What follows belongs to an exercise in optimizing a design on an open flow for small area and a short achievable clock period; a production flow would make more cautious choices.
Function was checked by simulation only, so behaviour that the tests miss may differ from the original.

$ cat design/flow/config.mk
export PLATFORM = sky130hd
export DESIGN_NAME = fpcore
export DESIGN_NICKNAME = fpcore
export VERILOG_FILES = /design/flow/design.v
export SDC_FILE = /design/flow/constraint.sdc
export NUM_CORES = 4
export LEC_CHECK = 0
export CAP_MARGIN = 50
export CORE_MARGIN = 2
export CORE_UTILIZATION = 40
export SLEW_MARGIN = 70
export SYNTH_HIERARCHICAL = 1
$ cat design/flow/constraint.sdc
create_clock -name core_clock -period 100.0 [get_ports {clk}]
set_input_delay 20.0000 -clock core_clock [delete_from_list [all_inputs] [get_ports {clk}]]
set_output_delay 20.0000 -clock core_clock [all_outputs]
set_load 0.01 [all_outputs]
$ cat design/flow/design.v
module fp_unpack #(
    parameter K1 = 3
) (
    input  wire [2:0]          op,
    input  wire                fmt,     
    input  wire [31:0]         a,
    input  wire [31:0]         b,
    output wire                sa, a_zero, a_inf, a_nan,
    output wire signed [9:0]   xa,
    output wire [23:0]         ma,
    output wire                sb, b_zero, b_inf, b_nan,    
    output wire signed [9:0]   xb,
    output wire [23:0]         mb,
    output reg  [26:0]         ws,
    output reg  [26:0]         wc,
    output reg  [2*K1-1:0]     qp,
    output reg  [2*K1-1:0]     qn,
    output reg  [3:0]          g
);
    function [37:0] unpack;
        input        fmt;
        input [31:0] w;
        input        flip;
        reg   [7:0]  f;
        reg   [22:0] t;
        reg          fmax, fzero, tzero;
        reg   [4:0]  k;
        reg   [31:0] v;
        reg   signed [9:0] x;
        reg   [23:0] sig;
        begin
            f     = fmt ? w[30:23] : {3'b000, w[14:10]};
            t     = fmt ? w[22:0]  : {w[9:0], 13'd0};
            fmax  = fmt ? (&w[30:23]) : (&w[14:10]);
            fzero = (f == 8'd0);
            tzero = (t == 23'd0);
            v = {t, 9'd0};
            k = 5'd0;
            if (v[31:16] == 16'd0) begin k[4] = 1'b1; v = {v[15:0], 16'd0}; end
            if (v[31:24] == 8'd0)  begin k[3] = 1'b1; v = {v[23:0], 8'd0};  end
            if (v[31:28] == 4'd0)  begin k[2] = 1'b1; v = {v[27:0], 4'd0};  end
            if (v[31:30] == 2'd0)  begin k[1] = 1'b1; v = {v[29:0], 2'd0};  end
            if (v[31] == 1'b0)     begin k[0] = 1'b1; v = {v[30:0], 1'b0};  end
            if (!fzero) begin
                x   = $signed({2'b00, f});
                sig = {1'b1, t};
            end else begin
                x   = -$signed({5'd0, k});
                sig = v[31:8];
            end
            unpack = {(fmt ? w[31] : w[15]) ^ flip, fzero & tzero, fmax & tzero,
                      fmax & ~tzero, x, sig};
        end
    endfunction
    function [3:0] div_sel;
        input [26:0] s, c;
        input [2:0]  dsel;
        reg signed [6:0] y, m2, m1, m0, mm;
        begin
            case (dsel)
                3'd0: begin m2 = 12; m1 = 4; m0 = -4; mm = -13; end
                3'd1: begin m2 = 14; m1 = 5; m0 = -5; mm = -15; end
                3'd2: begin m2 = 15; m1 = 5; m0 = -5; mm = -16; end
                3'd3: begin m2 = 17; m1 = 6; m0 = -5; mm = -17; end
                3'd4: begin m2 = 19; m1 = 7; m0 = -6; mm = -19; end
                3'd5: begin m2 = 20; m1 = 7; m0 = -6; mm = -20; end
                3'd6: begin m2 = 22; m1 = 8; m0 = -6; mm = -21; end
                3'd7: begin m2 = 24; m1 = 9; m0 = -7; mm = -23; end
            endcase
            y = s[26:20] + c[26:20];
            div_sel = {(y >= m2), (y >= m1), (y >= m0), (y >= mm)};
        end
    endfunction
    function [57:0] div_row;
        input [26:0] s, c;
        input [23:0] mb;
        input [3:0]  g;
        reg          ge2, ge1, ge0, gem, one, two, pos;
        reg   [26:0] s4, c4, m, ad, so, co;
        begin
            {ge2, ge1, ge0, gem} = g;
            two = ge2 | ~gem;
            one = (ge1 & ~ge2) | (gem & ~ge0);
            pos = ge1;
            s4  = {s[24:0], 2'b00};
            c4  = {c[24:0], 2'b00};
            m   = ({27{one}} & {1'b0, mb, 2'b00}) | ({27{two}} & {mb, 3'b000});
            ad  = m ^ {27{pos}};
            so  = s4 ^ c4 ^ ad;
            co  = {((s4[25:0] & c4[25:0]) | (s4[25:0] & ad[25:0]) | (c4[25:0] & ad[25:0])), pos};
            div_row = {so, co, ge2, one & ge1, ~gem, one & ~ge0};
        end
    endfunction
    assign {sa, a_zero, a_inf, a_nan, xa, ma} = unpack(fmt, a, 1'b0);
    assign {sb, b_zero, b_inf, b_nan, xb, mb} = unpack(fmt, b, op == 3'd3);
    reg  [26:0] s, c;
    reg  [1:0]  dp, dn;
    reg  [3:0]  gj;
    integer     j;
    always @* begin
        s = {3'b000, ma};
        c = 27'd0;
        for (j = 0; j < K1; j = j + 1) begin
            gj = div_sel(s, c, mb[22:20]);
            {s, c, dp, dn} = div_row(s, c, mb, gj);
            qp[2*K1-1-2*j -: 2] = dp;
            qn[2*K1-1-2*j -: 2] = dn;
        end
        ws = s;
        wc = c;
        g  = div_sel(s, c, mb[22:20]);
    end
endmodule
module fp_finish #(
    parameter K1 = 3,
    parameter K2 = 10
) (
    input  wire              fmt,
    input  wire              spec,    
    input  wire [1:0]        cls,     
    input  wire              s,
    input  wire signed [9:0] bu,
    input  wire [23:0]       m,       
    input  wire              h0,
    input  wire              st0,
    input  wire              dv,      
    input  wire [26:0]       wsi,
    input  wire [26:0]       wci,
    input  wire [2*(K1+K2)-1:0] qpi,
    input  wire [2*(K1+K2)-1:0] qni,
    input  wire [3:0]        gi,      
    input  wire [1:0]        rm,
    output reg  [31:0]       r
);
    function [3:0] div_sel;
        input [26:0] s, c;
        input [2:0]  dsel;
        reg signed [6:0] y, m2, m1, m0, mm;
        begin
            case (dsel)
                3'd0: begin m2 = 12; m1 = 4; m0 = -4; mm = -13; end
                3'd1: begin m2 = 14; m1 = 5; m0 = -5; mm = -15; end
                3'd2: begin m2 = 15; m1 = 5; m0 = -5; mm = -16; end
                3'd3: begin m2 = 17; m1 = 6; m0 = -5; mm = -17; end
                3'd4: begin m2 = 19; m1 = 7; m0 = -6; mm = -19; end
                3'd5: begin m2 = 20; m1 = 7; m0 = -6; mm = -20; end
                3'd6: begin m2 = 22; m1 = 8; m0 = -6; mm = -21; end
                3'd7: begin m2 = 24; m1 = 9; m0 = -7; mm = -23; end
            endcase
            y = s[26:20] + c[26:20];
            div_sel = {(y >= m2), (y >= m1), (y >= m0), (y >= mm)};
        end
    endfunction
    function [57:0] div_row;
        input [26:0] s, c;
        input [23:0] mb;
        input [3:0]  g;
        reg          ge2, ge1, ge0, gem, one, two, pos;
        reg   [26:0] s4, c4, m, ad, so, co;
        begin
            {ge2, ge1, ge0, gem} = g;
            two = ge2 | ~gem;
            one = (ge1 & ~ge2) | (gem & ~ge0);
            pos = ge1;
            s4  = {s[24:0], 2'b00};
            c4  = {c[24:0], 2'b00};
            m   = ({27{one}} & {1'b0, mb, 2'b00}) | ({27{two}} & {mb, 3'b000});
            ad  = m ^ {27{pos}};
            so  = s4 ^ c4 ^ ad;
            co  = {((s4[25:0] & c4[25:0]) | (s4[25:0] & ad[25:0]) | (c4[25:0] & ad[25:0])), pos};
            div_row = {so, co, ge2, one & ge1, ~gem, one & ~ge0};
        end
    endfunction
    reg  [26:0] ws, wc;
    reg  [27:0] qp, qn;
    reg  [1:0]  dp, dn;
    integer     j;
    always @* begin
        ws = wsi;
        wc = wci;
        qp = {qpi, {(28-2*(K1+K2)){1'b0}}};
        qn = {qni, {(28-2*(K1+K2)){1'b0}}};
        for (j = K1 + K2; j < 14; j = j + 1) begin
            {ws, wc, dp, dn} = div_row(ws, wc, m, (j == K1 + K2) ? gi : div_sel(ws, wc, m[22:20]));
            qp[27-2*j -: 2] = dp;
            qn[27-2*j -: 2] = dn;
        end
    end
    reg  [25:0] g, p;
    reg         wneg;
    integer     l, i2;
    always @* begin
        g = ws[25:0] & wc[25:0];
        p = ws[25:0] ^ wc[25:0];
        for (l = 1; l < 26; l = l * 2)
            for (i2 = 25; i2 >= l; i2 = i2 - 1) begin
                g[i2] = g[i2] | (p[i2] & g[i2-l]);
                p[i2] = p[i2] & p[i2-l];
            end
        wneg = ws[26] ^ wc[26] ^ g[25];
    end
    wire        wzero = ((ws ^ wc) == {(ws[25:0] | wc[25:0]), 1'b0});
    wire [28:0] fs    = {qp, 1'b1} + {~qn, ~wneg};
    wire [27:0] f     = fs[28:1];
    wire [25:0] tq  = f[26:1];
    wire        dst = f[0] | ~wzero;
    wire [25:0] u   = dv ? tq : {m, h0, 1'b0};
    wire        st  = dv ? dst : st0;
    wire [22:0] pay = m[22:0];
    localparam [1:0] RTZ = 2'd0, RNE = 2'd1, RUP = 2'd2, RDN = 2'd3;
    reg  [31:0]       ovf, sw;
    reg  signed [9:0] be, e1;
    reg  [23:0]       mn, ms, mt;
    reg               hn, sn, hs, ss, ht, stt, lsb, hr, sr;
    reg  [9:0]        sh;
    reg  [51:0]       ext;
    reg               sub, inc, big, of;
    reg  [24:0]       m2;
    always @* begin
        case (cls)
            2'd0:    sw = fmt ? 32'h7FFF_FFFE : 32'h0000_7FFE;
            2'd1:    sw = fmt ? {s, 8'hFF, 23'd0} : {16'd0, s, 5'h1F, 10'd0};
            2'd2:    sw = fmt ? {s, 31'd0} : {16'd0, s, 15'd0};
            default: sw = fmt ? {s, 8'hFF, pay} : {16'd0, s, 5'h1F, pay[22:13]};
        endcase
        case (rm)
            RTZ:     big = 1'b0;
            RNE:     big = 1'b1;
            RUP:     big = ~s;
            default: big = s;
        endcase
        if (fmt)
            ovf = big ? {s, 8'hFF, 23'd0} : {s, 8'hFE, {23{1'b1}}};
        else
            ovf = big ? {16'd0, s, 5'h1F, 10'd0} : {16'd0, s, 5'h1E, {10{1'b1}}};
        be = u[25] ? bu : bu - 10'sd1;
        mn = u[25] ? u[25:2] : u[24:1];
        hn = u[25] ? u[1] : u[0];
        sn = u[25] ? (u[0] | st) : st;
        sub = (bu <= 1);
        sh  = 10'sd3 - bu;
        if (sh > 27) sh = 27;
        ext = {u, 26'd0} >> sh;
        ms  = ext[49:26];
        hs  = ext[25];
        ss  = (|ext[24:0]) | st;
        mt  = sub ? ms : mn;
        ht  = sub ? hs : hn;
        stt = sub ? ss : sn;
        if (fmt) begin
            lsb = mt[0];  hr = ht;     sr = stt;
        end else begin
            lsb = mt[13]; hr = mt[12]; sr = stt | ht | (|mt[11:0]);
        end
        case (rm)
            RTZ:     inc = 1'b0;
            RNE:     inc = hr & (sr | lsb);
            RUP:     inc = ~s & (hr | sr);
            default: inc =  s & (hr | sr);
        endcase
        m2 = {1'b0, mt[23:13], fmt ? mt[12:0] : 13'h1FFF} + inc;
        if (sub)
            e1 = m2[24] ? 10'sd2 : {9'd0, m2[23]};
        else
            e1 = be + {9'd0, m2[24]};
        of = ~sub & (fmt ? (be >= 255 || e1 >= 255) : (be >= 31 || e1 >= 31));
        if (spec)
            r = sw;
        else if (of)
            r = ovf;
        else if (fmt)
            r = {s, e1[7:0], m2[22:0]};
        else
            r = {16'd0, s, e1[4:0], m2[22:13]};
    end
endmodule
module fp_fmt #(
    parameter K1 = 3,
    parameter K2 = 10
) (
    input  wire [2:0]        op,
    input  wire              fmt,
    input  wire [1:0]        rm,
    input  wire              sa, a_zero, a_inf, a_nan,
    input  wire signed [9:0] xa,
    input  wire [23:0]       ma,
    input  wire              sb, b_zero, b_inf, b_nan,
    input  wire signed [9:0] xb,
    input  wire [23:0]       mb,
    output reg               spec,
    output reg  [1:0]        cls,
    output reg               k_s,
    output reg  signed [9:0] k_be,
    output reg  [23:0]       k_m,
    output reg               k_h,
    output reg               k_st,
    output reg               inv,
    output reg               is_div,  
    input  wire [26:0]       wsi,
    input  wire [26:0]       wci,
    input  wire [3:0]        gi,
    output reg  [26:0]       wso,
    output reg  [26:0]       wco,
    output reg  [2*K2-1:0]   qpo,
    output reg  [2*K2-1:0]   qno,
    output reg  [3:0]        go       
);
    localparam [2:0] OP_PASS = 3'd0, OP_MUL = 3'd1, OP_ADD = 3'd2, OP_SUB = 3'd3, OP_DIV = 3'd4;
    localparam [1:0] RDN = 2'd3;
    localparam [1:0] C_NAN = 2'd0, C_INF = 2'd1, C_ZERO = 2'd2, C_RAW = 2'd3;
    wire sx = sa ^ sb;
    wire signed [9:0] bias = fmt ? 10'sd127 : 10'sd15;
    wire [47:0]       prod;
    wire [26:0] mbx = {2'b00, mb, 1'b0};
        reg  [47:0] pprow [0:12];
    reg  [12:0] pnegs;
    reg  [24:0] mg, px;
    reg         pone, ptwo, pneg;
    integer     k;
    always @* begin
        for (k = 0; k < 13; k = k + 1) begin
            pone = mbx[2*k+1] ^ mbx[2*k];
            ptwo = (mbx[2*k+2] & ~mbx[2*k+1] & ~mbx[2*k]) | (~mbx[2*k+2] & mbx[2*k+1] & mbx[2*k]);
            pneg = mbx[2*k+2] & ~(mbx[2*k+1] & mbx[2*k]);
            mg  = ({25{pone}} & {1'b0, ma}) | ({25{ptwo}} & {ma, 1'b0});
            px  = mg ^ {25{pneg}};
            pprow[k] = {22'd0, ~pneg, px} << (2*k);
            pnegs[k] = pneg;
        end
    end
    wire [47:0] pnegv;
    genvar gv;
    generate for (gv = 0; gv < 13; gv = gv + 1) begin : pnv
        assign pnegv[2*gv] = pnegs[gv];
        assign pnegv[2*gv+1] = 1'b0;
    end endgenerate
    assign pnegv[47:26] = 22'd0;
    wire [47:0] pcorr;
    assign pcorr = -(48'd33554432 * 48'd22369621);
    assign prod = pprow[0] + pprow[1] + pprow[2] + pprow[3] + pprow[4] + pprow[5] + pprow[6]
             + pprow[7] + pprow[8] + pprow[9] + pprow[10] + pprow[11] + pprow[12] + pnegv + pcorr;
    wire signed [9:0] mul_x = xa + xb - bias;
    wire signed [9:0] mul_be = prod[47] ? mul_x + 10'sd1 : mul_x;
    wire [23:0]       mul_m  = prod[47] ? prod[47:24] : prod[46:23];
    wire              mul_h  = prod[47] ? prod[23] : prod[22];
    wire              mul_st = prod[47] ? (|prod[22:0]) : (|prod[21:0]);
    wire a_ge = (xa > xb) || ((xa == xb) && (ma >= mb));
    wire              s_big = a_ge ? sa : sb;
    wire signed [9:0] x_big = a_ge ? xa : xb;
    wire signed [9:0] x_sml = a_ge ? xb : xa;
    wire [23:0]       m_big = a_ge ? ma : mb;
    wire [23:0]       m_sml = a_ge ? mb : ma;
    wire [9:0]        dexp  = x_big - x_sml;
    wire              same_mag = (xa == xb) && (ma == mb);
    wire              eff_sub  = sa ^ sb;
    reg  [4:0]        dsat;
    reg  [50:0]       ext;
    reg  [26:0]       al;           
    reg  [27:0]       sum;
    reg  [28:0]       sum1;
    reg  [4:0]        z;
    reg  [27:0]       nrm;
    reg  [31:0]       nv;
    reg  signed [9:0] add_be;
    reg  [23:0]       add_m;
    reg               add_h, add_st;
    integer           i;
    always @* begin
        dsat = (dexp > 10'd26) ? 5'd26 : dexp[4:0];
        ext  = {m_sml, 27'd0} >> dsat;
        al   = {ext[50:25], |ext[24:0]};
        sum1 = {1'b0, m_big, 3'b000, 1'b1} + {eff_sub, al ^ {27{eff_sub}}, eff_sub};
        sum  = sum1[28:1];
        nv = {sum[26:0], 5'd0};
        z  = 5'd0;
        if (nv[31:16] == 16'd0) begin z[4] = 1'b1; nv = {nv[15:0], 16'd0}; end
        if (nv[31:24] == 8'd0)  begin z[3] = 1'b1; nv = {nv[23:0], 8'd0};  end
        if (nv[31:28] == 4'd0)  begin z[2] = 1'b1; nv = {nv[27:0], 4'd0};  end
        if (nv[31:30] == 2'd0)  begin z[1] = 1'b1; nv = {nv[29:0], 2'd0};  end
        if (nv[31] == 1'b0)     begin z[0] = 1'b1; nv = {nv[30:0], 1'b0};  end
        nrm = {1'b0, nv[31:5]};
        if (sum[27]) begin
            add_be = x_big + 10'sd1;
            add_m  = sum[27:4];
            add_h  = sum[3];
            add_st = |sum[2:0];
        end else begin
            add_be = x_big - $signed({5'd0, z});
            add_m  = nrm[26:3];
            add_h  = nrm[2];
            add_st = |nrm[1:0];
        end
    end
    wire signed [9:0] div_x  = xa - xb + bias;
    always @* begin
        spec = 1'b0; cls = C_ZERO; inv = 1'b0; is_div = 1'b0;
        k_h = 1'b0; k_st = 1'b0;
        k_s = sx; k_be = mul_be; k_m = mul_m;
        case (op)
            OP_PASS: begin
                k_s = sa; k_be = xa; k_m = ma;
                if (a_zero) begin
                    spec = 1'b1; cls = C_ZERO;
                end else if (a_inf || a_nan) begin
                    spec = 1'b1; cls = C_RAW;
                end
            end
            OP_MUL: begin
                k_h = mul_h; k_st = mul_st;
                if (a_nan || b_nan || (a_inf && b_zero) || (a_zero && b_inf)) begin
                    spec = 1'b1; cls = C_NAN;
                end else if (a_inf || b_inf) begin
                    spec = 1'b1; cls = C_INF;
                end else if (a_zero || b_zero) begin
                    spec = 1'b1; cls = C_ZERO;
                end
            end
            OP_DIV: begin
                k_be = div_x; k_m = mb; is_div = 1'b1;
                if (a_nan || b_nan || (a_zero && b_zero) || (a_inf && b_inf)) begin
                    spec = 1'b1; cls = C_NAN;
                end else if (b_zero || a_inf) begin
                    spec = 1'b1; cls = C_INF;
                end else if (a_zero || b_inf) begin
                    spec = 1'b1; cls = C_ZERO;
                end
                if (spec) is_div = 1'b0;
            end
            OP_ADD, OP_SUB: begin
                k_s = eff_sub ? s_big : sa;
                k_be = add_be; k_m = add_m; k_h = add_h; k_st = add_st;
                if (a_nan || b_nan || (a_inf && b_inf && (sa != sb))) begin
                    spec = 1'b1; cls = C_NAN;
                end else if (a_inf) begin
                    spec = 1'b1; cls = C_INF; k_s = sa;
                end else if (b_inf) begin
                    spec = 1'b1; cls = C_INF; k_s = sb;
                end else if (a_zero && b_zero) begin
                    spec = 1'b1; cls = C_ZERO; k_s = (sa == sb) ? sa : (rm == RDN);
                end else if (a_zero) begin
                    k_s = sb; k_be = xb; k_m = mb; k_h = 1'b0; k_st = 1'b0;
                end else if (b_zero) begin
                    k_s = sa; k_be = xa; k_m = ma; k_h = 1'b0; k_st = 1'b0;
                end else if (eff_sub && same_mag) begin
                    spec = 1'b1; cls = C_ZERO; k_s = (rm == RDN);
                end
            end
            default: begin
                spec = 1'b1; cls = C_ZERO; k_s = 1'b0; inv = 1'b1;
            end
        endcase
    end
    function [3:0] div_sel;
        input [26:0] s, c;
        input [2:0]  dsel;
        reg signed [6:0] y, m2, m1, m0, mm;
        begin
            case (dsel)
                3'd0: begin m2 = 12; m1 = 4; m0 = -4; mm = -13; end
                3'd1: begin m2 = 14; m1 = 5; m0 = -5; mm = -15; end
                3'd2: begin m2 = 15; m1 = 5; m0 = -5; mm = -16; end
                3'd3: begin m2 = 17; m1 = 6; m0 = -5; mm = -17; end
                3'd4: begin m2 = 19; m1 = 7; m0 = -6; mm = -19; end
                3'd5: begin m2 = 20; m1 = 7; m0 = -6; mm = -20; end
                3'd6: begin m2 = 22; m1 = 8; m0 = -6; mm = -21; end
                3'd7: begin m2 = 24; m1 = 9; m0 = -7; mm = -23; end
            endcase
            y = s[26:20] + c[26:20];
            div_sel = {(y >= m2), (y >= m1), (y >= m0), (y >= mm)};
        end
    endfunction
    function [57:0] div_row;
        input [26:0] s, c;
        input [23:0] mb;
        input [3:0]  g;
        reg          ge2, ge1, ge0, gem, one, two, pos;
        reg   [26:0] s4, c4, m, ad, so, co;
        begin
            {ge2, ge1, ge0, gem} = g;
            two = ge2 | ~gem;
            one = (ge1 & ~ge2) | (gem & ~ge0);
            pos = ge1;
            s4  = {s[24:0], 2'b00};
            c4  = {c[24:0], 2'b00};
            m   = ({27{one}} & {1'b0, mb, 2'b00}) | ({27{two}} & {mb, 3'b000});
            ad  = m ^ {27{pos}};
            so  = s4 ^ c4 ^ ad;
            co  = {((s4[25:0] & c4[25:0]) | (s4[25:0] & ad[25:0]) | (c4[25:0] & ad[25:0])), pos};
            div_row = {so, co, ge2, one & ge1, ~gem, one & ~ge0};
        end
    endfunction
    reg  [26:0] ds, dc;
    reg  [1:0]  dp, dn;
    reg  [3:0]  gj;
    integer     j;
    always @* begin
        ds = wsi;
        dc = wci;
        for (j = 0; j < K2; j = j + 1) begin
            gj = (j == 0) ? gi : div_sel(ds, dc, mb[22:20]);
            {ds, dc, dp, dn} = div_row(ds, dc, mb, gj);
            qpo[2*K2-1-2*j -: 2] = dp;
            qno[2*K2-1-2*j -: 2] = dn;
        end
        wso = ds;
        wco = dc;
        go  = div_sel(ds, dc, mb[22:20]);
    end
endmodule
module fpcore (
    input  wire        clk,
    input  wire [2:0]  op,       
    input  wire        fmt,      
    input  wire [1:0]  rm,       
    input  wire [31:0] a,
    input  wire [31:0] b,
    output reg  [31:0] res,
    output reg         inv
);
    localparam integer K1 = 3;
    localparam integer K2 = 9;
    wire              sa_d, az_d, ai_d, an_d, sb_d, bz_d, bi_d, bn_d;
    wire signed [9:0] xa_d, xb_d;
    wire [23:0]       ma_d, mb_d;
    wire [26:0]       ws_d, wc_d;
    wire [2*K1-1:0]   qp_d, qn_d;
    wire [3:0]        g_d;
    fp_unpack #(.K1(K1)) u_front (
        .op(op), .fmt(fmt), .a(a), .b(b),
        .sa(sa_d), .a_zero(az_d), .a_inf(ai_d), .a_nan(an_d), .xa(xa_d), .ma(ma_d),
        .sb(sb_d), .b_zero(bz_d), .b_inf(bi_d), .b_nan(bn_d), .xb(xb_d), .mb(mb_d),
        .ws(ws_d), .wc(wc_d), .qp(qp_d), .qn(qn_d), .g(g_d)
    );
    reg [2:0]         op_q;
    reg               fmt_q;
    reg [1:0]         rm_q;
    reg               sa_q, az_q, ai_q, an_q, sb_q, bz_q, bi_q, bn_q;
    reg signed [9:0]  xa_q, xb_q;
    reg [23:0]        ma_q, mb_q;
    reg [26:0]        ws_q, wc_q;
    reg [2*K1-1:0]    qp_q, qn_q;
    reg [3:0]         g_q;
    always @(posedge clk) begin
        op_q  <= op;
        fmt_q <= fmt;
        rm_q  <= rm;
        sa_q  <= sa_d; az_q <= az_d; ai_q <= ai_d; an_q <= an_d;
        sb_q  <= sb_d; bz_q <= bz_d; bi_q <= bi_d; bn_q <= bn_d;
        xa_q  <= xa_d; xb_q <= xb_d;
        ma_q  <= ma_d; mb_q <= mb_d;
        ws_q  <= ws_d; wc_q <= wc_d;
        qp_q  <= qp_d; qn_q <= qn_d;
        g_q   <= g_d;
    end
    wire              spec_d, s_d, h_d, st_d, inv_d, dv_d;
    wire [1:0]        cls_d;
    wire signed [9:0] be_d;
    wire [23:0]       m_d;
    wire [26:0]       ws_m, wc_m;
    wire [2*K2-1:0]   qp_m, qn_m;
    wire [3:0]        g_m;
    fp_fmt #(.K1(K1), .K2(K2)) u_ar (
        .op(op_q), .fmt(fmt_q), .rm(rm_q),
        .sa(sa_q), .a_zero(az_q), .a_inf(ai_q), .a_nan(an_q), .xa(xa_q), .ma(ma_q),
        .sb(sb_q), .b_zero(bz_q), .b_inf(bi_q), .b_nan(bn_q), .xb(xb_q), .mb(mb_q),
        .spec(spec_d), .cls(cls_d), .k_s(s_d), .k_be(be_d), .k_m(m_d),
        .k_h(h_d), .k_st(st_d), .inv(inv_d), .is_div(dv_d),
        .wsi(ws_q), .wci(wc_q), .gi(g_q),
        .wso(ws_m), .wco(wc_m), .qpo(qp_m), .qno(qn_m), .go(g_m)
    );
    reg               fmt_r, spec_r, s_r, h_r, st_r, dv_r;
    reg [1:0]         rm_r, cls_r;
    reg signed [9:0]  be_r;
    reg [23:0]        m_r;
    reg [26:0]        ws_r, wc_r;
    reg [2*(K1+K2)-1:0] qp_r, qn_r;
    reg [3:0]         g_r;
    always @(posedge clk) begin
        fmt_r  <= fmt_q;
        rm_r   <= rm_q;
        spec_r <= spec_d;
        cls_r  <= cls_d;
        s_r    <= s_d;
        be_r   <= be_d;
        m_r    <= m_d;
        h_r    <= h_d;
        st_r   <= st_d;
        inv    <= inv_d;
        dv_r   <= dv_d;
        ws_r   <= ws_m;
        wc_r   <= wc_m;
        qp_r   <= {qp_q, qp_m};
        qn_r   <= {qn_q, qn_m};
        g_r    <= g_m;
    end
    wire [31:0]       r_fin;
    fp_finish #(.K1(K1), .K2(K2)) u_back (
        .fmt(fmt_r), .spec(spec_r), .cls(cls_r), .s(s_r), .bu(be_r), .m(m_r),
        .h0(h_r), .st0(st_r), .dv(dv_r), .wsi(ws_r), .wci(wc_r),
        .qpi(qp_r), .qni(qn_r), .gi(g_r), .rm(rm_r), .r(r_fin)
    );
    always @* res = r_fin;
endmodule
$ cat design/flow/run.sh
#!/bin/bash
# synth_recipe.tcl (not shown) runs the flow's synth.tcl, then flattens the netlist and writes it again
# the make line also repeats each setting of config.mk as NAME=value (left out here)
make -C /OpenROAD-flow-scripts/flow DESIGN_CONFIG=/design/flow/config.mk WORK_HOME=/design/flow/orfs CLKGATE_MAP_FILE= SYNTH_SCRIPT=/design/flow/synth_recipe.tcl finish
==> impl_metrics.tcl, run 1 <==
set metrics [dict create \
    cts.clk_slew.worst_paths_ps 70 \
    overflow 0 \
    cp-start-kind "register" \
    hold_path_class "reg -> reg" \
    critPathSlowestCell "or4_1" \
    vias_per_cell 6.271 \
    dr.pass1.iters 10 \
    grt_antenna_before_repair 14 \
    htree_num_levels 2 \
    cp_max_fo 25 \
    period_minus_slack_ps 39750 \
    worstSkewPairLatency_ps 650 \
    cts_root_buf "clkbuf_16" \
    routabilityCongestion 0.9820 \
    dieArea_sq_mm 0.1820 \
    cts.sinks 291 \
    wirelength_met1_um 126600 \
    arrival_ps 19750 \
    start_util_pct 40.13 \
    hold_buffers 0 \
    fin_crit_sh_pct 39.75 \
    die_x_um 426.6 \
    path_common_cell "ha_1" \
    core.rowCount 155 \
    r2r_slack_ps 63320 \
    fin_nets 10199 \
    cts_setup_buffers 0 \
    hold_viol_final 0 \
    vias 70355 \
    crit_type "reg -> out" \
    setup.worst_path.end "res[10]" \
    syn_avg_cell_area_sq_um 7.962 \
    relSlewSlack_pct 64.62 \
    ff_latch_area_sq_mm 0.005887 \
    final_cell_mix "816 x inv_1, 735 x ha_1, 717 x xnor2_1" \
    clock_path_buffers 3 \
    grt_usage_pct 31.72 \
    wl_met2_um 127000 \
    reg2reg_depth 160 \
    layout_commonest_cell "inv_1" \
    wl_met3_um 27260 \
    port_buffers 103 \
    grt_pass1_wl_um 443400 \
    ioPinCount 104 \
    slew_viol_final 0 \
    drive_above_1_share_pct 13.36 \
    remaining_drc_errors 0 \
    top_layer_used "met5" \
    cts_resized 0 \
    rsz0062_at_grt "false" \
    skew_ps 49.21 \
    coreArea_sq_mm 0.1780 \
    multiInputGateArea_sq_mm 0.06332 \
    max_freq_mhz 25.16 \
    crit_path_start "g_r[2]" \
    fill_cells 17652 \
    netlist_instances 8974 \
    drt_iter0_markers 8352 \
    synth.yosys.warnings 11 \
    crit_path_end_kind "primary output" \
    r2r_end "g_r[2]" \
    cts_tree "yes" \
    grt_pass1_vias 69212 \
    rr_startpoint "g_q[2]" \
    cap_violations 0 \
    setup_viol 0 \
    fin_setup_tns_ps 0 \
    wl_um 295900 \
    cts_made_buffers 40 \
    worst_pin_slew_ps 527.2 \
    dp_hpwl_um 230100 \
    wl_per_cell_um 26.38 \
    syn_area_sq_mm 0.07145 \
    area_growth_pct 12.46 \
    cpPeakStageDelay_ps 630 \
    status "complete, no violations" \
    die_h_um 426.6 \
    crit_required_ps 80000 \
    drtAntennaViolNets 0 \
    grt_max_degree 67 \
]
## worst min path at each step
stage / startpoint / end / cells past startpoint
global placement: qn_q[4] / qn_r[22] / 0
global route: qp_q[0] / qp_r[18] / 0
detailed placement: qp_q[3] / qp_r[21] / 0
CTS: qp_q[3] / qp_r[21] / 0
finish: qp_q[3] / qp_r[21] / 0
floorplan: qn_q[0] / qn_r[18] / 0
## area by class of cell
| cell class | instances | share of cell area [%] |
|---|---|---|
| diodes | 3 | 0.009343 |
| well taps | 2355 | 3.667 |
| clock buffers | 46 | 1.299 |
| repair buffers | 428 | 4.460 |
| flip-flops and latches | 291 | 7.327 |
| inverters | 850 | 4.004 |
| multi-input cells | 7221 | 78.81 |
| clock inverters | 25 | 0.4220 |
## per-stage QoR
stage	utilization [%]	hold WS (ps)	cell area [sq um]	cells	setup slack (ps)
detailed placement	43.86	312.1	78090	11127	60910
global route	45.13	329.9	80340	11216	59240
CTS	44.64	320.1	79470	11198	60190
floorplan	-	309.6	71460	8977	64090
global placement	41.93	311.3	74650	11020	60030
finish	45.13	319.8	80350	11219	60250
## worst max-delay path, delay by kind of cell, from the launching register on
kind                     cells  cell delay (ps)
AND/OR/NAND/NOR             25             6130
AO/OA/AOI/OAI               25             5680
adder cells (fa/ha/maj)     11             3740
buffers and inverters        8             1940
XOR/XNOR                     4              770
multiplexers                 1              510
flip-flops                   1              320
## flip-flops by register name, summed over array words and instances, names as in the netlist, 2 cells and up
signal,flops
rm_q,2
qp_r,23
cls_r,2
qn_r,23
be_r,10
mb_q,24
qn_q,5
g_q,4
ws_q,25
rm_r,2
wc_r,25
xa_q,10
xb_q,10
m_r,24
g_r,4
ma_q,24
wc_q,25
qp_q,5
ws_r,25
op_q,3
## metal layers
| layer | up-vias | track usage [%] |
|---|---|---|
| li1 | 31580 | - |
| met1 | 34381 | 43.54 |
| met2 | 3676 | 48.50 |
| met3 | 714 | 5.470 |
| met4 | 4 | 14.21 |
| met5 | - | 0 |
==> inputs of run 2 (changes only) <==
--- a/design/flow/design.v
+++ b/design/flow/design.v
@@ -200,7 +200,19 @@
         wneg = ws[26] ^ wc[26] ^ g[25];
     end
     wire        wzero = ((ws ^ wc) == {(ws[25:0] | wc[25:0]), 1'b0});
-    wire [28:0] fs    = {qp, 1'b1} + {~qn, ~wneg};
+    reg  [28:0] fs, fg, fp;
+    integer     l4, k4;
+    always @* begin
+        fg = {qp, 1'b1} & {~qn, ~wneg};
+        fp = {qp, 1'b1} ^ {~qn, ~wneg};
+        fs = fp;
+        for (l4 = 1; l4 < 29; l4 = l4 * 2)
+            for (k4 = 28; k4 >= l4; k4 = k4 - 1) begin
+                fg[k4] = fg[k4] | (fp[k4] & fg[k4-l4]);
+                fp[k4] = fp[k4] & fp[k4-l4];
+            end
+        fs = fs ^ {fg[27:0], 1'b0};
+    end
     wire [27:0] f     = fs[28:1];
     wire [25:0] tq  = f[26:1];
     wire        dst = f[0] | ~wzero;
@@ -216,6 +228,8 @@
     reg  [51:0]       ext;
     reg               sub, inc, big, of;
     reg  [24:0]       m2;
+    reg  [23:0]       mk, pa;
+    integer           l3, i3;
     always @* begin
         case (cls)
             2'd0:    sw = fmt ? 32'h7FFF_FFFE : 32'h0000_7FFE;
@@ -258,7 +272,12 @@
             RUP:     inc = ~s & (hr | sr);
             default: inc =  s & (hr | sr);
         endcase
-        m2 = {1'b0, mt[23:13], fmt ? mt[12:0] : 13'h1FFF} + inc;
+        mk = {mt[23:13], fmt ? mt[12:0] : 13'h1FFF};
+        pa = mk;
+        for (l3 = 1; l3 < 24; l3 = l3 * 2)
+            for (i3 = 23; i3 >= l3; i3 = i3 - 1)
+                pa[i3] = pa[i3] & pa[i3-l3];
+        m2 = {inc & pa[23], mk ^ ({pa[22:0], 1'b1} & {24{inc}})};
         if (sub)
             e1 = m2[24] ? 10'sd2 : {9'd0, m2[23]};
         else
--- a/design/flow/config.mk
+++ b/design/flow/config.mk
@@ -9,4 +9,3 @@
 export CORE_MARGIN = 2
 export CORE_UTILIZATION = 40
 export SLEW_MARGIN = 70
-export SYNTH_HIERARCHICAL = 1
==> impl_metrics.tcl, run 2 <==
set metrics [dict create \
    cap_violations 0 \
    hold_path_class "reg -> reg" \
    cts.clk_slew.worst_paths_ps 70 \
    synth_top_area_cell "fa_1" \
    ys_async_sr_fraction_pct 0 \
    synth_edf_count 0 \
    synth_common_cells "848 x inv_1, 763 x xnor2_1, 744 x ha_1" \
    pre_cts_ws_ps 61520 \
    wl_um 264200 \
    ys.flop_type "dfxtp_1" \
    synth.most_common_cell "inv_1" \
    cts.sinks 311 \
    core.rowCount 150 \
    crit_type "reg -> out" \
    cts_tree "yes" \
    relSlewSlack_pct 65.61 \
    cp-start-kind "register" \
    htree_num_levels 2 \
    clock_path_buffers 3 \
    grt_pass1_wl_um 396800 \
    layout_commonest_cell "inv_1" \
    cts_root_buf "clkbuf_16" \
    dieArea_sq_mm 0.1716 \
    grt_usage_pct 29.61 \
    path_common_cell "o21ai_0" \
    drtAntennaViolNets 0 \
    fin_setup_tns_ps 0 \
    skew_ps 55.75 \
    area_growth_pct 11.50 \
    die_h_um 414.3 \
    dp_hpwl_um 205500 \
    overflow 0 \
    hold_viol_final 0 \
    crit_required_ps 80000 \
    yosysTopAreaCellShare_pct 15.49 \
    hold_buffers 0 \
    grt_pass1_vias 62912 \
    synth.yosys.warnings 5 \
    period_minus_slack_ps 38760 \
    cp_max_fo 24 \
    grt_antenna_before_repair 13 \
    port_buffers 103 \
    final_cell_mix "829 x inv_1, 739 x ha_1, 722 x xnor2_1" \
    drive_above_1_share_pct 10.67 \
    slew_viol_final 0 \
    dr.pass1.iters 9 \
    status "complete, no violations" \
    cts_setup_buffers 0 \
    rsz0062_at_grt "false" \
    synth.distinct_cells 123 \
    finish.utilization_pct 44.89 \
    ys_seq_area_share_pct 9.247 \
    setup_ws_ps 61240 \
    fin_nets 9663 \
    cpPeakStageDelay_ps 580 \
    ioPinCount 104 \
    cts_made_buffers 41 \
    arrival_ps 18760 \
    wl_per_cell_um 25.00 \
    max_freq_mhz 25.80 \
    coreArea_sq_mm 0.1672 \
    setup_viol 0 \
    yosys_register_bits 311 \
    fill_cells 16565 \
    timing.hold.ws_ps 324.9 \
    netlist_instances 8503 \
    drt_iter0_markers 7291 \
    vias_per_cell 6.127 \
    worstSkewPairLatency_ps 630 \
    syn_area_sq_mm 0.06733 \
    routabilityCongestion 1.007 \
    syn_avg_cell_area_sq_um 7.918 \
    crit_path_end_kind "primary output" \
    fin_crit_sh_pct 38.76 \
    vias 64763 \
    critPathSlowestCell "clkdlybuf4s50_1" \
    grt_max_degree 57 \
    die_x_um 414.3 \
    synth_area_leaders "fa_1 15%, ha_1 14%, xnor2_1 9.9%" \
    start_util_pct 40.26 \
    worst_pin_slew_ps 510.5 \
    remaining_drc_errors 0 \
    cts_resized 0 \
]
==> run 2: area by class of cell <==
| type | instances | area, sq um | area share [%] |
|---|---|---|---|
| Antenna cell | 6 | 15.01 | 0.02000 |
| Clock inverter | 28 | 380.4 | 0.5067 |
| Sequential cell | 311 | 6289 | 8.377 |
| Clock buffer | 48 | 1094 | 1.457 |
| Multi-Input combinational cell | 6758 | 58140 | 77.44 |
| Inverter | 873 | 3318 | 4.420 |
| Timing Repair Buffer | 342 | 3080 | 4.103 |
| Tap cell | 2204 | 2758 | 3.673 |
==> run 2: final timing paths <==
check	from	endpoint	slack [ps]	depth (start not counted)
worst min register to register	qn_q[3]	qn_r[21]	320	0
worst min-delay path	qn_q[3]	qn_r[21]	320	0
worst max-delay path	g_r[2]	res[7]	61240	77
worst max register to register	g_q[2]	g_r[1]	64020	149
==> run 2: worst max-delay path, delay by kind of cell, from the launching register on <==
kind | cells | cell delay [ps]
multiplexers | 4 | 790
AND/OR/NAND/NOR | 19 | 3470
adder cells (fa/ha/maj) | 9 | 3230
AO/OA/AOI/OAI | 31 | 6640
flip-flops | 1 | 300
buffers and inverters | 9 | 2700
XOR/XNOR | 5 | 990
==> run 2: kinds of logic after synthesis <==
logic type                 synth area share [%]
AOI/OAI and AO/OA                         24.04
and+or+nand+nor                           13.86
buffers and inverters                     8.088
adders and majority gates                 29.32
xor gates and xnor gates                  12.28
DFF                                       9.247
muxes                                     3.174
==> run 2: metal layers <==
metal  wire length (um)  vias up  track usage, %
li1                   -    29400               -
met1             115900    31599           41.80
met2             111300     3222           44.65
met3              25210      534           5.462
met4              11700        8           11.11
met5                 55        -               0
==> run 2: through the flow <==
step | cells | cell area, sq um
final | 10570 | 75070
after global placement | 10431 | 70510
after floorplan | 8503 | 67330
after detailed placement | 10476 | 72790
after CTS | 10552 | 74260
after global routing | 10564 | 75050
==> inputs of run 3 (changes only) <==
--- a/design/flow/design.v
+++ b/design/flow/design.v
@@ -221,14 +221,16 @@
     wire [22:0] pay = m[22:0];
     localparam [1:0] RTZ = 2'd0, RNE = 2'd1, RUP = 2'd2, RDN = 2'd3;
     reg  [31:0]       ovf, sw;
-    reg  signed [9:0] be, e1;
+    reg  signed [9:0] be;
     reg  [23:0]       mn, ms, mt;
     reg               hn, sn, hs, ss, ht, stt, lsb, hr, sr;
     reg  [9:0]        sh;
     reg  [51:0]       ext;
     reg               sub, inc, big, of;
-    reg  [24:0]       m2;
-    reg  [23:0]       mk, pa;
+    reg  [23:0]       mk, pa, m1v;
+    reg  signed [9:0] e0, e1v;
+    reg               of0, of1;
+    reg  [31:0]       r0, r1;
     integer           l3, i3;
     always @* begin
         case (cls)
@@ -277,20 +279,33 @@
         for (l3 = 1; l3 < 24; l3 = l3 * 2)
             for (i3 = 23; i3 >= l3; i3 = i3 - 1)
                 pa[i3] = pa[i3] & pa[i3-l3];
-        m2 = {inc & pa[23], mk ^ ({pa[22:0], 1'b1} & {24{inc}})};
-        if (sub)
-            e1 = m2[24] ? 10'sd2 : {9'd0, m2[23]};
+        m1v = mk ^ {pa[22:0], 1'b1};
+        if (sub) begin
+            e0  = {9'd0, mk[23]};
+            e1v = pa[23] ? 10'sd2 : {9'd0, m1v[23]};
+        end else begin
+            e0  = be;
+            e1v = be + {9'd0, pa[23]};
+        end
+        of0 = ~sub & (fmt ? (be >= 255) : (be >= 31));
+        of1 = ~sub & (fmt ? (be >= 255 || e1v >= 255) : (be >= 31 || e1v >= 31));
+        if (spec)
+            r0 = sw;
+        else if (of0)
+            r0 = ovf;
+        else if (fmt)
+            r0 = {s, e0[7:0], mk[22:0]};
         else
-            e1 = be + {9'd0, m2[24]};
-        of = ~sub & (fmt ? (be >= 255 || e1 >= 255) : (be >= 31 || e1 >= 31));
+            r0 = {16'd0, s, e0[4:0], mk[22:13]};
         if (spec)
-            r = sw;
-        else if (of)
-            r = ovf;
+            r1 = sw;
+        else if (of1)
+            r1 = ovf;
         else if (fmt)
-            r = {s, e1[7:0], m2[22:0]};
+            r1 = {s, e1v[7:0], m1v[22:0]};
         else
-            r = {16'd0, s, e1[4:0], m2[22:13]};
+            r1 = {16'd0, s, e1v[4:0], m1v[22:13]};
+        r = inc ? r1 : r0;
     end
 endmodule
 module fp_fmt #(
--- a/design/flow/config.mk
+++ b/design/flow/config.mk
@@ -8,4 +8,5 @@
 export CAP_MARGIN = 50
 export CORE_MARGIN = 2
 export CORE_UTILIZATION = 40
+export PLACE_DENSITY = 0.8
 export SLEW_MARGIN = 70
==> impl_metrics.tcl, run 3 <==
set metrics [dict create \
    status "complete, no violations" \
    fin_crit_sh_pct 38.12 \
    synth.yosys.warnings 5 \
    dieArea_sq_mm 0.1724 \
    cp-start-kind "register" \
    synth.most_common_cell "inv_1" \
    ioPinCount 104 \
    rsz0062_at_grt "false" \
    wl_um 254400 \
    relSlewSlack_pct 65.49 \
    vias 65934 \
    worst_pin_slew_ps 513.9 \
    drive_above_1_share_pct 10.63 \
    crit_required_ps 80000 \
    ys.flop_type "dfxtp_1" \
    period_minus_slack_ps 38120 \
    reg2reg_depth 156 \
    timing.hold.ws_ps 339.6 \
    hold_viol_final 0 \
    slew_viol_final 0 \
    netlist_instances 8479 \
    critPathSlowestCell "clkdlybuf4s50_1" \
    port_buffers 103 \
    routabilityCongestion 1.012 \
    syn_avg_cell_area_sq_um 7.976 \
    cts_root_buf "clkbuf_16" \
    coreArea_sq_mm 0.1676 \
    cts.clk_slew.worst_paths_ps 60 \
    syn_area_sq_mm 0.06762 \
    min_to "qp_r[22]" \
    r2r_slack_ps 63340 \
    yosys_register_bits 311 \
    synth_edf_count 0 \
    worstHoldStart "qp_q[4]" \
    cts_setup_buffers 0 \
    cts_resized 0 \
    grt_antenna_before_repair 21 \
    clock_path_buffers 3 \
    cts.sinks 311 \
    grt_pass1_vias 65095 \
    cts_tree "yes" \
    wl_per_cell_um 24.17 \
    overflow 0 \
    grt_usage_pct 28.25 \
    fin_setup_tns_ps 0 \
    die_x_um 415.2 \
    remaining_drc_errors 0 \
    synth_top_area_cell "fa_1" \
    crit_type "reg -> out" \
    cpPeakStageDelay_ps 590 \
    hold_buffers 0 \
    die_h_um 415.2 \
    rr_startpoint "g_q[2]" \
    synth_area_leaders "fa_1 15%, ha_1 14%, xnor2_1 9.5%" \
    crit_path_end_kind "primary output" \
    grt_pass1_wl_um 386600 \
    area_growth_pct 11.59 \
    cp_max_fo 28 \
    ys_async_sr_fraction_pct 0 \
    drt_iter0_markers 7780 \
    min_path_cells 0 \
    r2r_end "g_r[0]" \
    yosysTopAreaCellShare_pct 15.42 \
    dr.pass1.iters 9 \
    skew_ps 36.28 \
    fin_nets 9626 \
    final_cell_mix "795 x inv_1, 732 x ha_1, 693 x xnor2_1" \
    max_freq_mhz 26.23 \
    synth_common_cells "809 x inv_1, 744 x ha_1, 736 x xnor2_1" \
    core.rowCount 150 \
    hold_path_class "reg -> reg" \
    path_common_cell "a21oi_1" \
    dp_hpwl_um 194900 \
    worstSkewPairLatency_ps 580 \
    layout_commonest_cell "inv_1" \
    ys_seq_area_share_pct 9.207 \
    cap_violations 0 \
    start_util_pct 40.35 \
    synth.distinct_cells 114 \
    htree_num_levels 2 \
    setup_viol 0 \
    cts_made_buffers 36 \
    grt_max_degree 72 \
    arrival_ps 18120 \
    drtAntennaViolNets 0 \
    vias_per_cell 6.265 \
]
==> run 3: worst max-delay path by stage <==
stage                   end  startpoint  depth (start not counted)  slack, ps
floorplan            g_q[0]         fmt                         81      62830
global placement     g_q[1]         fmt                         81      59480
detailed placement   g_q[0]        b[4]                         80      61740
CTS                 res[26]      g_r[2]                         74      61460
global route        res[17]      g_r[2]                         74      60610
finish               res[9]      g_r[2]                         74      61880
==> run 3: cells by family after synthesis <==
logic type               after synthesis  share of synthesized area (%)
AO/OA/AOI/OAI                       2341                          23.38
AND/OR/NAND/NOR                     1956                          14.08
buffers and inverters               1403                          7.887
adder cells (fa/ha/maj)             1265                          29.19
XOR/XNOR                             916                          11.86
flip-flops                           311                          9.207
multiplexers                         287                          4.387
==> run 3: worst max-delay path: cells and delay by family (launching register included) <==
kind	cells	cell delay, ps
flops	1	310
compound gates	38	7650
fa+ha+maj	8	2870
simple gates	14	3110
xor+xnor	5	890
mux	1	270
buf+inv	8	2400
==> run 3: layout make-up <==
class / instances / area, sq um
fill: 15755 / 92140
antenna: 3 / 7.507
tap: 2204 / 2758
inverter: 835 / 3168
multi-input combinational: 6765 / 58860
clock buffer: 43 / 967.2
timing repair buffer: 341 / 3151
clock inverter: 22 / 260.3
sequential: 311 / 6290
==> run 3: through the flow <==
stage | worst slack, ps | util (%) | cells | area (sq um)
after floorplan | 62830 | - | 8479 | 67620
after global placement | 59480 | 42.19 | 10391 | 70710
after detailed placement | 61740 | 43.76 | 10446 | 73340
after CTS | 61460 | 44.49 | 10511 | 74570
after global routing | 60610 | 45.02 | 10524 | 75460
final | 61880 | 45.02 | 10524 | 75460
==> run 3: routing by layer <==
metal | vias up | wire, um | track usage (%)
met5 | - | 49 | 0
met4 | 8 | 16690 | 15.79
met3 | 850 | 27740 | 5.951
met2 | 4027 | 108100 | 42.79
met1 | 31738 | 101800 | 37.28
li1 | 29311 | - | -
==> inputs of run 4 (changes only) <==
--- a/design/flow/config.mk
+++ b/design/flow/config.mk
@@ -8,5 +8,5 @@
 export CAP_MARGIN = 50
 export CORE_MARGIN = 2
 export CORE_UTILIZATION = 40
-export PLACE_DENSITY = 0.8
+export PLACE_DENSITY = 0.88
 export SLEW_MARGIN = 70
==> impl_metrics.tcl, run 4 <==
set metrics [dict create \
    dp_hpwl_um 184800 \
    stdcell_area_sq_mm 0.07502 \
    synth_common_cells "809 x inv_1, 744 x ha_1, 736 x xnor2_1" \
    dr.pass1.iters 9 \
    syn_area_sq_mm 0.06762 \
    setup_viol 0 \
    cts_made_buffers 34 \
    slew_viol_final 0 \
    routabilityCongestion 1.077 \
    drtAntennaViolNets 0 \
    wl_met3_um 36620 \
    ys.flop_type "dfxtp_1" \
    relSlewSlack_pct 59.63 \
    cts_resized 0 \
    fin_crit_sh_pct 38.70 \
    coreArea_sq_mm 0.1676 \
    wl_met2_um 102500 \
    cp_max_fo 28 \
    max_freq_mhz 25.84 \
    die_h_um 415.2 \
    layout.cells.non_filler 10532 \
    core.rowCount 150 \
    wl_um 248100 \
    layout_commonest_cell "inv_1" \
    cts.clk_slew.worst_paths_ps 60 \
    yosys_register_bits 311 \
    crit_type "reg -> out" \
    port_buffers 103 \
    place_area_sq_mm 0.07284 \
    crit_path_end_kind "primary output" \
    area_growth_pct 10.94 \
    ys_seq_area_share_pct 9.207 \
    grt_max_degree 71 \
    clock_path_buffers 3 \
    wirelength_met1_um 90480 \
    cts.sinks 311 \
    cts_tree "yes" \
    crit_required_ps 80000 \
    skew_ps 30.78 \
    status "complete, no violations" \
    cap_violations 0 \
    overflow 0 \
    dp.cells 10434 \
    vias 67575 \
    grt_antenna_before_repair 29 \
    ys_async_sr_fraction_pct 0 \
    period_minus_slack_ps 38700 \
    synth_edf_count 0 \
    ff_latch_area_sq_mm 0.006279 \
    grt_pass1_wl_um 375400 \
    worst_pin_slew_ps 604.7 \
    cts_root_buf "clkbuf_16" \
    start_util_pct 40.35 \
    hold_path_class "reg -> reg" \
    hold_buffers 0 \
    fill_cells 15368 \
    yosysTopAreaCellShare_pct 15.42 \
    path_common_cell "o21ai_0" \
    synth.yosys.warnings 5 \
    fin_nets 9618 \
    die_x_um 415.2 \
    vias_per_cell 6.416 \
    wl_per_cell_um 23.55 \
    synth.distinct_cells 114 \
    dieArea_sq_mm 0.1724 \
    ioPinCount 104 \
    grt_usage_pct 27.23 \
    synth.most_common_cell "inv_1" \
    top_layer_used "met5" \
    crit_family "compound AO/OA/AOI/OAI gates" \
    netlist_instances 8479 \
    remaining_drc_errors 0 \
    synth_top_area_cell "fa_1" \
    rsz0062_at_grt "false" \
    grt_pass1_vias 64666 \
    arrival_ps 18700 \
    fin_setup_tns_ps 0 \
    cp-start-kind "register" \
    worstPathBufferInverterCount 8 \
    critPathSlowestCell "clkdlybuf4s50_1" \
    timing.hold.ws_ps 327.2 \
    cts_setup_buffers 0 \
    htree_num_levels 2 \
    drt_iter0_markers 10010 \
    multiInputGateArea_sq_mm 0.05862 \
    hold_viol_final 0 \
    final_cell_mix "794 x inv_1, 736 x ha_1, 683 x xnor2_1" \
    cpPeakStageDelay_ps 580 \
    drive_above_1_share_pct 10.21 \
    worstSkewPairLatency_ps 570 \
    synth_area_leaders "fa_1 15%, ha_1 14%, xnor2_1 9.5%" \
    syn_avg_cell_area_sq_um 7.976 \
]
==> run 4: cell counts after synthesis <==
Identical to the previous run, type by type.
==> run 4: path summary, 6_finish.rpt <==
| path | end | start | depth (start not counted) | slack [ps] |
|---|---|---|---|---|
| setup / recovery | res[22] | g_r[2] | 77 | 61300 |
| hold / removal | qn_r[18] | qn_q[0] | 0 | 330 |
| setup reg to reg | g_r[1] | g_q[2] | 158 | 63060 |
| hold reg to reg | qn_r[18] | qn_q[0] | 0 | 330 |
==> run 4: kinds of logic after synthesis <==
family	share of synthesized area, %
xor gates and xnor gates	11.86
AOI/OAI and AO/OA	23.38
muxes	4.387
adders and majority gates	29.19
DFF	9.207
buffers and inverters	7.887
and+or+nand+nor	14.08
==> run 4: worst reg2reg max path: cells and delay by family, from the launching register on <==
kind / cells / cell delay, ps
fa+ha+maj: 29 / 11780
xor+xnor: 25 / 5000
flops: 1 / 330
simple gates: 33 / 6710
compound gates: 47 / 8180
buf+inv: 24 / 4800
==> run 4: metrics by stage <==
| stage | util [%] | setup WS, ps |
|---|---|---|
| after CTS | 44.17 | 61490 |
| after global placement | 42.17 | 60100 |
| final | 44.76 | 61300 |
| after detailed placement | 43.46 | 61970 |
| after floorplan | - | 62830 |
| after global routing | 44.75 | 60200 |
==> run 4: layout make-up <==
class / count / share of cell area, %
diodes: 22 / 0.07338
multi-input cells: 6765 / 78.13
flip-flops and latches: 311 / 8.369
well taps: 2204 / 3.676
repair buffers: 335 / 3.932
inverters: 835 / 4.218
clock inverters: 18 / 0.3302
clock buffers: 42 / 1.267
==> run 4: routing by layer <==
| layer | track usage, % | up-vias |
|---|---|---|
| li1 | - | 29287 |
| met1 | 34.30 | 31596 |
| met2 | 40.60 | 5359 |
| met3 | 8.496 | 1323 |
| met4 | 16.38 | 10 |
| met5 | 0 | - |
==> inputs of run 5 (changes only) <==
==> design/flow/config.mk (replaced) <==
export PLATFORM = sky130hd
export DESIGN_NAME = fpcore
export DESIGN_NICKNAME = fpcore
export VERILOG_FILES = /design/flow/design.v
export SDC_FILE = /design/flow/constraint.sdc
export NUM_CORES = 4
export LEC_CHECK = 0
export CAP_MARGIN = 40
export CORE_MARGIN = 2
export CORE_UTILIZATION = 40
export PLACE_DENSITY = 0.8
export SLEW_MARGIN = 60
==> impl_metrics.tcl, run 5 <==
set metrics [dict create \
    cp-start-kind "register" \
    wl_met3_um 26990 \
    crit_path_end_kind "primary output" \
    fill_cells 16064 \
    reg2reg_depth 147 \
    overflow 0 \
    ioPinCount 104 \
    ys_seq_area_share_pct 9.207 \
    start_util_pct 40.35 \
    yosys_register_bits 311 \
    arrival_ps 19190 \
    r2r_end "g_r[3]" \
    hold_viol_final 0 \
    crit_required_ps 80000 \
    status "complete, no violations" \
    dp_hpwl_um 193100 \
    synth_area_leaders "fa_1 15%, ha_1 14%, xnor2_1 9.5%" \
    wl_um 253400 \
    cts_made_buffers 38 \
    die_h_um 415.2 \
    syn_avg_cell_area_sq_um 7.976 \
    grt_pass1_vias 64568 \
    max_freq_mhz 25.51 \
    cts_setup_buffers 0 \
    grt_usage_pct 28.18 \
    remaining_drc_errors 0 \
    setup_viol 0 \
    cp_max_fo 28 \
    synth.most_common_cell "inv_1" \
    grt_pass1_wl_um 385400 \
    worstSkewPairLatency_ps 580 \
    synth.distinct_cells 114 \
    min_path_cells 0 \
    dieArea_sq_mm 0.1724 \
    htree_num_levels 2 \
    fin_setup_tns_ps 0 \
    relSlewSlack_pct 56.72 \
    ys_async_sr_fraction_pct 0 \
    port_buffers 103 \
    top_layer_used "met5" \
    period_minus_slack_ps 39190 \
    final_cell_mix "805 x inv_1, 734 x ha_1, 720 x xnor2_1" \
    grt_antenna_before_repair 14 \
    wl_per_cell_um 24.18 \
    area_growth_pct 8.278 \
    drive_above_1_share_pct 7.544 \
    vias_per_cell 6.248 \
    cts.clk_slew.worst_paths_ps 70 \
    cts_root_buf "clkbuf_16" \
    die_x_um 415.2 \
    netlist_instances 8479 \
    grt_max_degree 80 \
    cts.sinks 311 \
    drtAntennaViolNets 0 \
    vias 65489 \
    rsz0062_at_grt "false" \
    cts_tree "yes" \
    crit_type "reg -> out" \
    slew_viol_final 0 \
    rr_startpoint "g_q[2]" \
    cpPeakStageDelay_ps 630 \
    hold_path_class "reg -> reg" \
    drt_iter0_markers 7605 \
    wl_met2_um 108400 \
    wirelength_met1_um 102300 \
    coreArea_sq_mm 0.1676 \
    cts_resized 0 \
    fin_nets 9578 \
    routabilityCongestion 1.012 \
    synth_top_area_cell "fa_1" \
    synth.yosys.warnings 5 \
    yosysTopAreaCellShare_pct 15.42 \
    worst_pin_slew_ps 647.2 \
    layout_commonest_cell "inv_1" \
    clock_path_buffers 3 \
    dr.pass1.iters 9 \
    min_to "qp_r[22]" \
    finish.utilization_pct 43.69 \
    syn_area_sq_mm 0.06762 \
    synth_edf_count 0 \
    path_common_cell "o21ai_0" \
    skew_ps 32.05 \
    fin_crit_sh_pct 39.19 \
    r2r_slack_ps 62460 \
    ys.flop_type "dfxtp_1" \
    critPathSlowestCell "clkdlybuf4s50_1" \
    hold_buffers 0 \
    worstHoldStart "qp_q[4]" \
    cap_violations 0 \
    core.rowCount 150 \
    synth_common_cells "809 x inv_1, 744 x ha_1, 736 x xnor2_1" \
]
-- run 5: cell count changes in the layout (fill, tap and decap cells not counted), sizes merged --
cell / delta
clkinvlp: +4
buf: -41
clkinv: +4
inv: +2
clkdlybuf4s50: +6
diode: -17
clkdlybuf4s15: -1
clkbuf: -6
dlymetal6s2s: -2
-- run 5: worst max-delay path by stage --
stage / start / cells after the start / slack [ps] / to
after CTS: g_r[2] / 73 / 60980 / res[7]
after global routing: g_r[2] / 73 / 59490 / res[7]
after detailed placement: fmt / 81 / 61480 / g_q[1]
after floorplan: fmt / 81 / 62830 / g_q[0]
after global placement: fmt / 81 / 59480 / g_q[1]
final: g_r[2] / 73 / 60810 / res[7]
-- run 5: metal layers --
metal	vias to the layer above	track usage, %
li1	29213	-
met1	31512	37.18
met2	3921	43.25
met3	835	5.620
met4	8	15.06
met5	-	0
-- run 5: stage by stage --
| step | hold WS [ps] | instance area [sq um] | cells | setup slack, ps |
|---|---|---|---|---|
| global placement | 316.8 | 70710 | 10391 | 59480 |
| global route | 340.9 | 73220 | 10478 | 59490 |
| CTS | 335.4 | 72910 | 10471 | 60980 |
| finish | 339.3 | 73220 | 10481 | 60810 |
| floorplan | 309.6 | 67620 | 8479 | 62830 |
| detailed placement | 319.9 | 71540 | 10401 | 61480 |
-- run 5: final cells by class --
cell class / instances / area [sq um] / area share, %
sequential: 311 / 6256 / 8.544
clock inverter: 28 / 357.8 / 0.4887
inverter: 835 / 3144 / 4.294
clock buffer: 42 / 1007 / 1.376
multi-input combinational: 6765 / 57200 / 78.12
antenna: 5 / 12.51 / 0.01709
timing repair buffer: 291 / 2484 / 3.392
tap: 2204 / 2758 / 3.766
-- run 5: logic make-up (layout without fill, tap and decap cells) --
family                     count (synthesis)  after routing  synth area share [%]
AOI/OAI and AO/OA                       2341           2341                 23.38
xor gates and xnor gates                 916            916                 11.86
adders and majority gates               1265           1265                 29.19
buffers and inverters                   1403           1196                 7.887
DFF                                      311            311                 9.207
muxes                                    287            287                 4.387
other                                      0              5                     0
and+or+nand+nor                         1956           1956                 14.08
-- run 5: critical path: cells and delay by family, from the launching register on --
kind	cells	cell delay (ps)
AOI/OAI and AO/OA	34	7520
and+or+nand+nor	17	4010
adders and majority gates	8	2900
buffers and inverters	8	2440
xor gates and xnor gates	5	1100
DFF	1	310
muxes	1	280

-- what the ideal ports hide --
The results above use ideal ports. As a check the final layouts listed here were re-extracted and re-timed, cells and wires unchanged.
Step 1 sets driving cells, clkbuf_16 on the clock port and buf_2 on the other inputs (assumed; they add their load-dependent delay and slew).
Step 2, shift: input delay + t, output delay - t, t = (earliest + latest rising clock arrival at the registers) / 2. This alone moves slack from input paths to output paths.
a / b / c = ideal ports / drivers / drivers and shift; a / b = the first two.
run | t, ns | slack for setup (ns) | pins driven straight from the clock port
run 1 | 0.699 | 60.254 / 60.176 / 60.875 | 1
run 2 | 0.673 | 61.243 / 61.176 / 61.527 | 1
run 3 | 0.629 | 61.879 / 61.808 / 61.773 | 1
run 4 | 0.645 | 61.301 / 61.211 / 61.848 | 1
run 5 | 0.645 | 60.806 / 60.729 / 61.374 | 1
After both steps setup and hold are still met in every run listed. The setup slack of run 3, which loses most, moves by -0.071 ns with the drivers and by -0.106 ns with both steps.
